Context: an optimization exercise on an open-source flow, tuned for small area. The choices shown serve that exercise and are no tape-out recipe. Function was checked by simulation only, so behaviour that the tests miss may differ from the original.

## tsb_report_engine
module tsb_report_engine (
    input  wire       clk,
    input  wire       rst_n,        
    input  wire       fin_valid,
    output wire       fin_ready,
    input  wire [7:0] fin_data,
    input  wire       fin_req,      
    input  wire       fin_err,      
    output wire       out_valid,
    input  wire       out_ready,
    output wire [7:0] out_data,
    output wire       out_last
);
For scale: ~420 cells after synthesis, ~220 flip-flops, roughly 25 I/O pins, roughly 5600 um2 of cells after synthesis.
==> module tsb_report_engine, before the edit <==
module tsb_report_engine (
    input  wire       clk,
    input  wire       rst_n,        
    input  wire       fin_valid,
    output wire       fin_ready,
    input  wire [7:0] fin_data,
    input  wire       fin_req,      
    input  wire       fin_err,      
    output wire       out_valid,
    input  wire       out_ready,
    output wire [7:0] out_data,
    output wire       out_last
);
    reg  [159:0] ring;          
    reg  [19:0]  sring;         
    reg  [4:0]   pos;           
    reg  [7:0]   buf_q;         
    reg          full;          
    reg          sending;       
    reg  [2:0]   grp;
    reg  [2:0]   ob;
    reg  [4:0]   tip;
    reg  [2:0]   rec_left;
    reg  [2:0]   dropped;
    reg          rep;           
    reg  [1:0]   rev;
    wire scan_pend = (rev == 2'd1);
    wire scan_act  = (rev == 2'd2);
    wire scan_clr  = (rev == 2'd3);
    reg          carry;
    wire [7:0] head = ring[159:152];
    wire       at0  = (pos == 5'd0);
    wire       at19 = (pos == 5'd19);
    wire sbit    = sring[19] && !scan_clr;
    wire kbit    = scan_act && (pos[4:3] == 2'd0) && (pos[2:0] != 3'd1) && (pos[2:0] != 3'd7);
    wire cin     = carry && !at0;
    wire tn_slot = scan_act && pos[4];
    wire tn_bit  = !pos[1] ? rec_left[{1'b0, pos[0]}] : (pos[0] ? sending : rec_left[2]);
    wire ssum    = tn_slot ? tn_bit : (sbit ^ kbit ^ cin);
    wire scout   = (sbit & kbit) | (sbit & cin) | (kbit & cin);
    wire [7:0] scan_byte = {sring[0], sring[1], sring[2], sring[3],
                            sring[4], sring[5], sring[6], sring[7]};
    wire hdr     = (grp == 3'd7);
    wire in_body = !sending && (grp != 3'd6);
    wire busy    = (rev != 2'd0);
    wire [4:0] target = hdr ? {ob[1] & !ob[0], !ob[1] & ob[0], ob[1] & ob[0], 2'd0}
                            : {grp, ob[1:0]};
    wire match   = (pos == target);
    wire cid_ok  = ~&grp;
    wire is_last = rep ? (grp == 3'd4 && ob == 3'd3) : (grp == 3'd7 && ob == 3'd7);
    assign fin_ready = !sending && !full && !busy;
    assign out_valid = sending && full;
    assign out_data  = buf_q;
    assign out_last  = is_last;
    wire fin_hs   = fin_valid && fin_ready;
    wire out_hs   = out_valid && out_ready;
    wire hdr_hs   = fin_hs && !in_body;                  
    wire id_hs    = fin_hs && in_body && (ob == 3'd7);   
    wire crd_hs   = fin_hs && in_body && !ob[2] && cid_ok;  
    wire skip_hs  = fin_hs && in_body && (ob != 3'd7) && !(!ob[2] && cid_ok);
    wire rec_end  = fin_hs && in_body && (ob == 3'd6);
    wire id_ok    = (fin_data[3:0] < 4'd5);
    wire [3:0] hdr_count = fin_data[3:0];
    wire       hdr_ok    = !fin_err && fin_data[7] && (hdr_count <= 4'd5);
    wire       hdr_cor   = !fin_err && fin_data[7] && (hdr_count > 4'd5);
    wire [2:0] hdr_tn    = hdr_ok ? hdr_count[2:0] : 3'd0;
    wire [1:0] hdr_code  = fin_err ? 2'd3 : !fin_data[7] ? 2'd1 : 2'd2;
    wire frame_end = (hdr_hs && hdr_tn == 3'd0) || (rec_end && rec_left == 3'd1);
    wire wr       = in_body && full && match;
    wire need_ring = hdr ? (ob != 3'd0) : !ob[2];
    wire ld        = sending && !full && !busy && (!need_ring || match);
    wire grp_end   = out_hs && !is_last && (ob == 3'd3);
    reg  [7:0] pkt_byte;
    always @(*) begin
        if (hdr) begin
            case (ob)
            3'd7:    pkt_byte = {2'b00, dropped, rep, scan_byte[1:0] & {2{scan_byte[3]}}};
            3'd0:    pkt_byte = 8'd1;
            3'd3:    pkt_byte = {5'd0, scan_byte[2:0] & {3{!scan_byte[3]}}};
            default: pkt_byte = scan_byte;
            endcase
        end else begin
            case (ob)
            3'd6:    pkt_byte = {5'd0, grp};
            3'd7:    pkt_byte = {7'd0, tip[grp]};
            default: pkt_byte = head;
            endcase
        end
    end
    always @(posedge clk) begin
        ring  <= {ring[151:0], wr ? buf_q : scan_act ? 8'd0 : head};
        sring <= {sring[18:0], ssum};
        carry <= scout;
    end
    always @(posedge clk) begin
        pos[1:0] <= rst_n ? pos[1:0] + 2'd1 : 2'd0;
        if (!rst_n || at19)
            pos[4:2] <= 3'd0;
        else if (pos[1:0] == 2'd3)
            pos[4:2] <= pos[4:2] + 3'd1;
    end
    wire       drop_inc   = id_hs && !id_ok && rep;
    wire [4:0] tip_set    = {5{wr}} & (5'b00001 << grp);
    wire [2:0] rec_borrow = {rec_end & !rec_left[1] & !rec_left[0],
                             rec_end & !rec_left[0], rec_end};
    wire       ob_adv     = skip_hs || wr || out_hs;
    wire [2:0] ob_carry   = {ob_adv & ob[1] & ob[0], ob_adv & ob[0], ob_adv};
    always @(posedge clk) begin
        rec_left <= hdr_hs ? (hdr_ok ? hdr_count[2:0] : {1'b0, hdr_code})
                           : (rec_left ^ rec_borrow);
        tip      <= {5{!hdr_hs}} & (tip | tip_set);
        dropped  <= {3{!hdr_hs}} & (dropped ^ {drop_inc & dropped[1] & dropped[0],
                                               drop_inc & dropped[0], drop_inc});
        ob       <= hdr_hs  ? 3'd7 :
                    id_hs   ? 3'd0 :
                    grp_end ? 3'd6 : (ob ^ ob_carry);
        if (hdr_hs) begin
            rep     <= fin_req && !hdr_cor;
        end
        if (crd_hs)
            buf_q <= fin_data;
        else if (ld)
            buf_q <= pkt_byte;
    end
    always @(posedge clk) begin
        if (!rst_n) begin
            sending   <= 1'b0;
            grp       <= 3'd6;
            full      <= 1'b0;
            rev       <= 2'd3;
        end else begin
            if (hdr_hs)
                rev <= 2'd1;
            else if (at19)
                rev <= scan_pend ? 2'd2 : 2'd0;
            if (hdr_hs || rec_end)
                grp <= 3'd7;
            else if (id_hs)
                grp <= id_ok ? fin_data[2:0] : 3'd7;
            else if (out_hs && is_last)
                grp <= 3'd6;
            else if (grp_end)
                grp <= grp + 3'd1;
            if (frame_end)
                sending <= 1'b1;
            else if (out_hs && is_last)
                sending <= 1'b0;
            if (crd_hs || ld)
                full <= 1'b1;
            else if (wr || out_hs)
                full <= 1'b0;
        end
    end
endmodule
export LEC_CHECK = 0
export ABC_AREA = 1
export CAP_MARGIN = 20
export CORE_MARGIN = 2
export CORE_UTILIZATION = 60
export SLEW_MARGIN = 20
create_clock -name core_clock -period 10.0 [get_ports {clk}]
standard.sh (not shown) runs the stock make flow with config.mk's settings and CLKGATE_MAP_FILE= SYNTH_SCRIPT=/design/flow/synth_recipe.tcl, a recipe that flattens the netlist after the stock synthesis.
==> flow/flow/run.sh <==
#!/bin/bash
# Standard ORFS layout (standard.sh) with these changes:
#   - synthesis: flow/synth.tcl, the standard synthesis with a stronger
#     area-oriented ABC script (flow/abc_area.script);
#   - a buf_1 on each port instead of clkdlybuf4s50_1;
#   - a clock tree of clkbuf_8 leaf buffers for clusters of up to 20
#     registers, without dummy loads.
# The make output goes to flow_make.log; ORFS's per-step logs stay under orfs/logs.
set -euo pipefail
work=$(pwd)
bash standard.sh \
  "OWN_WORK=$work" \
  "OWN_ABC_SCRIPT=$work/flow/abc_area.script" \
  "SYNTH_SCRIPT=$work/flow/synth.tcl" \
  "BUFFER_PORTS_ARGS=-buffer_cell sky130_fd_sc_hd__buf_1" \
  "CTS_ARGS=-sink_clustering_enable -repair_clock_nets -sink_clustering_size 20 -sink_clustering_max_diameter 60 -buf_list sky130_fd_sc_hd__clkbuf_8 -dont_use_dummy_load" \
  finish > flow_make.log 2>&1
==> flow/flow/abc_area.script <==
strash
dc2
&get -n
&deepsyn -T 60
&put
strash
&get -n
&dch -f
&nf -R 1000
&put
strash
&get -n
&dch -f
&nf -R 1000
&put
==> flow/flow/synth.tcl <==
# The standard synthesis (synth_recipe.tcl, sourced unchanged) with two
# changes to its combinational mapping only:
#   - ABC runs flow/abc_area.script instead of ORFS's abc_area.script;
#   - adders are left to ABC instead of being extracted into ha/fa cells.
# Flip-flop mapping, flattening and renaming are the standard ones, so the
# registers keep the standard synthesis's names and cell types.
proc extract_fa {args} { }
proc abc {args} {
  set i [lsearch -exact $args -script]
  if { $i >= 0 } {
    set args [lreplace $args $i [expr {$i + 1}] -script $::env(OWN_ABC_SCRIPT)]
  }
  yosys abc {*}$args
}
source $::env(OWN_WORK)/synth_recipe.tcl
Then changed:
--- a/flow/design.v
+++ b/flow/design.v
@@ -19,10 +19,11 @@
     reg          sending;       
     reg  [2:0]   grp;
     reg  [2:0]   ob;
     reg  [4:0]   tip;
-    reg  [2:0]   rec_left;
+    reg  [2:0]   rec_left;      
     reg  [2:0]   dropped;
+    reg  [1:0]   outcome;
     reg          rep;           
     reg  [1:0]   rev;
     wire scan_pend = (rev == 2'd1);
     wire scan_act  = (rev == 2'd2);
@@ -34,9 +35,9 @@
     wire sbit    = sring[19] && !scan_clr;
     wire kbit    = scan_act && (pos[4:3] == 2'd0) && (pos[2:0] != 3'd1) && (pos[2:0] != 3'd7);
     wire cin     = carry && !at0;
     wire tn_slot = scan_act && pos[4];
-    wire tn_bit  = !pos[1] ? rec_left[{1'b0, pos[0]}] : (pos[0] ? sending : rec_left[2]);
+    wire tn_bit  = !pos[1] ? rec_left[{1'b0, pos[0]}] : (!pos[0] && rec_left[2]);
     wire ssum    = tn_slot ? tn_bit : (sbit ^ kbit ^ cin);
     wire scout   = (sbit & kbit) | (sbit & cin) | (kbit & cin);
     wire [7:0] scan_byte = {sring[0], sring[1], sring[2], sring[3],
                             sring[4], sring[5], sring[6], sring[7]};
@@ -63,21 +64,20 @@
     wire [3:0] hdr_count = fin_data[3:0];
     wire       hdr_ok    = !fin_err && fin_data[7] && (hdr_count <= 4'd5);
     wire       hdr_cor   = !fin_err && fin_data[7] && (hdr_count > 4'd5);
     wire [2:0] hdr_tn    = hdr_ok ? hdr_count[2:0] : 3'd0;
-    wire [1:0] hdr_code  = fin_err ? 2'd3 : !fin_data[7] ? 2'd1 : 2'd2;
     wire frame_end = (hdr_hs && hdr_tn == 3'd0) || (rec_end && rec_left == 3'd1);
     wire wr       = in_body && full && match;
-    wire need_ring = hdr ? (ob != 3'd0) : !ob[2];
+    wire need_ring = hdr ? (ob[1] | ob[0]) : !ob[2];
     wire ld        = sending && !full && !busy && (!need_ring || match);
     wire grp_end   = out_hs && !is_last && (ob == 3'd3);
     reg  [7:0] pkt_byte;
     always @(*) begin
         if (hdr) begin
             case (ob)
-            3'd7:    pkt_byte = {2'b00, dropped, rep, scan_byte[1:0] & {2{scan_byte[3]}}};
+            3'd7:    pkt_byte = {2'b00, dropped, rep, outcome};
             3'd0:    pkt_byte = 8'd1;
-            3'd3:    pkt_byte = {5'd0, scan_byte[2:0] & {3{!scan_byte[3]}}};
+            3'd3:    pkt_byte = {4'd0, scan_byte[3:0]};
             default: pkt_byte = scan_byte;
             endcase
         end else begin
             case (ob)
@@ -105,17 +105,17 @@
                              rec_end & !rec_left[0], rec_end};
     wire       ob_adv     = skip_hs || wr || out_hs;
     wire [2:0] ob_carry   = {ob_adv & ob[1] & ob[0], ob_adv & ob[0], ob_adv};
     always @(posedge clk) begin
-        rec_left <= hdr_hs ? (hdr_ok ? hdr_count[2:0] : {1'b0, hdr_code})
-                           : (rec_left ^ rec_borrow);
+        rec_left <= hdr_hs ? hdr_tn : (rec_left ^ rec_borrow);
         tip      <= {5{!hdr_hs}} & (tip | tip_set);
         dropped  <= {3{!hdr_hs}} & (dropped ^ {drop_inc & dropped[1] & dropped[0],
                                                drop_inc & dropped[0], drop_inc});
         ob       <= hdr_hs  ? 3'd7 :
                     id_hs   ? 3'd0 :
                     grp_end ? 3'd6 : (ob ^ ob_carry);
         if (hdr_hs) begin
+            outcome <= fin_err ? 2'd3 : !fin_data[7] ? 2'd1 : hdr_cor ? 2'd2 : 2'd0;
             rep     <= fin_req && !hdr_cor;
         end
         if (crd_hs)
             buf_q <= fin_data;
Routed wire length increases by 2.7%.
Count of clock-buffer cells in the layout does not change.
Synthesized cell count increases by 0.72%.
Via count increases by 0.59%.
Setup slack degrades by 0.23 ns.
Die area increases by 1.1%.

==> afterwards: timing with drivers on the ports <==
How much do the figures lean on ideal ports? The routed layouts below were timed once more, with nothing changed but the port constraints. Step 1 assumes that a clkbuf_16 drives the clock port and a buf_2 every other input. Step 2, shift: input delay + t, output delay - t, t = (earliest + latest rising clock arrival at the registers) / 2. This alone moves slack from input paths to output paths. a / b / c = ideal ports / drivers / drivers and shift; a / b = the first two.
run | shift t [ns] | setup slack, ns | hold slack, ns | worst slew at a driven data input, ns | cell pins on the clock port's net
the first run | 0.494 | 5.782 / 5.747 / 6.077 | 0.309 / 0.309 / 0.309 | 0.03 | 1
the second run | 0.487 | 5.551 / 5.520 / 6.007 | 0.324 / 0.324 / 0.324 | 0.03 | 1
After both steps setup and hold are still met in every run listed.
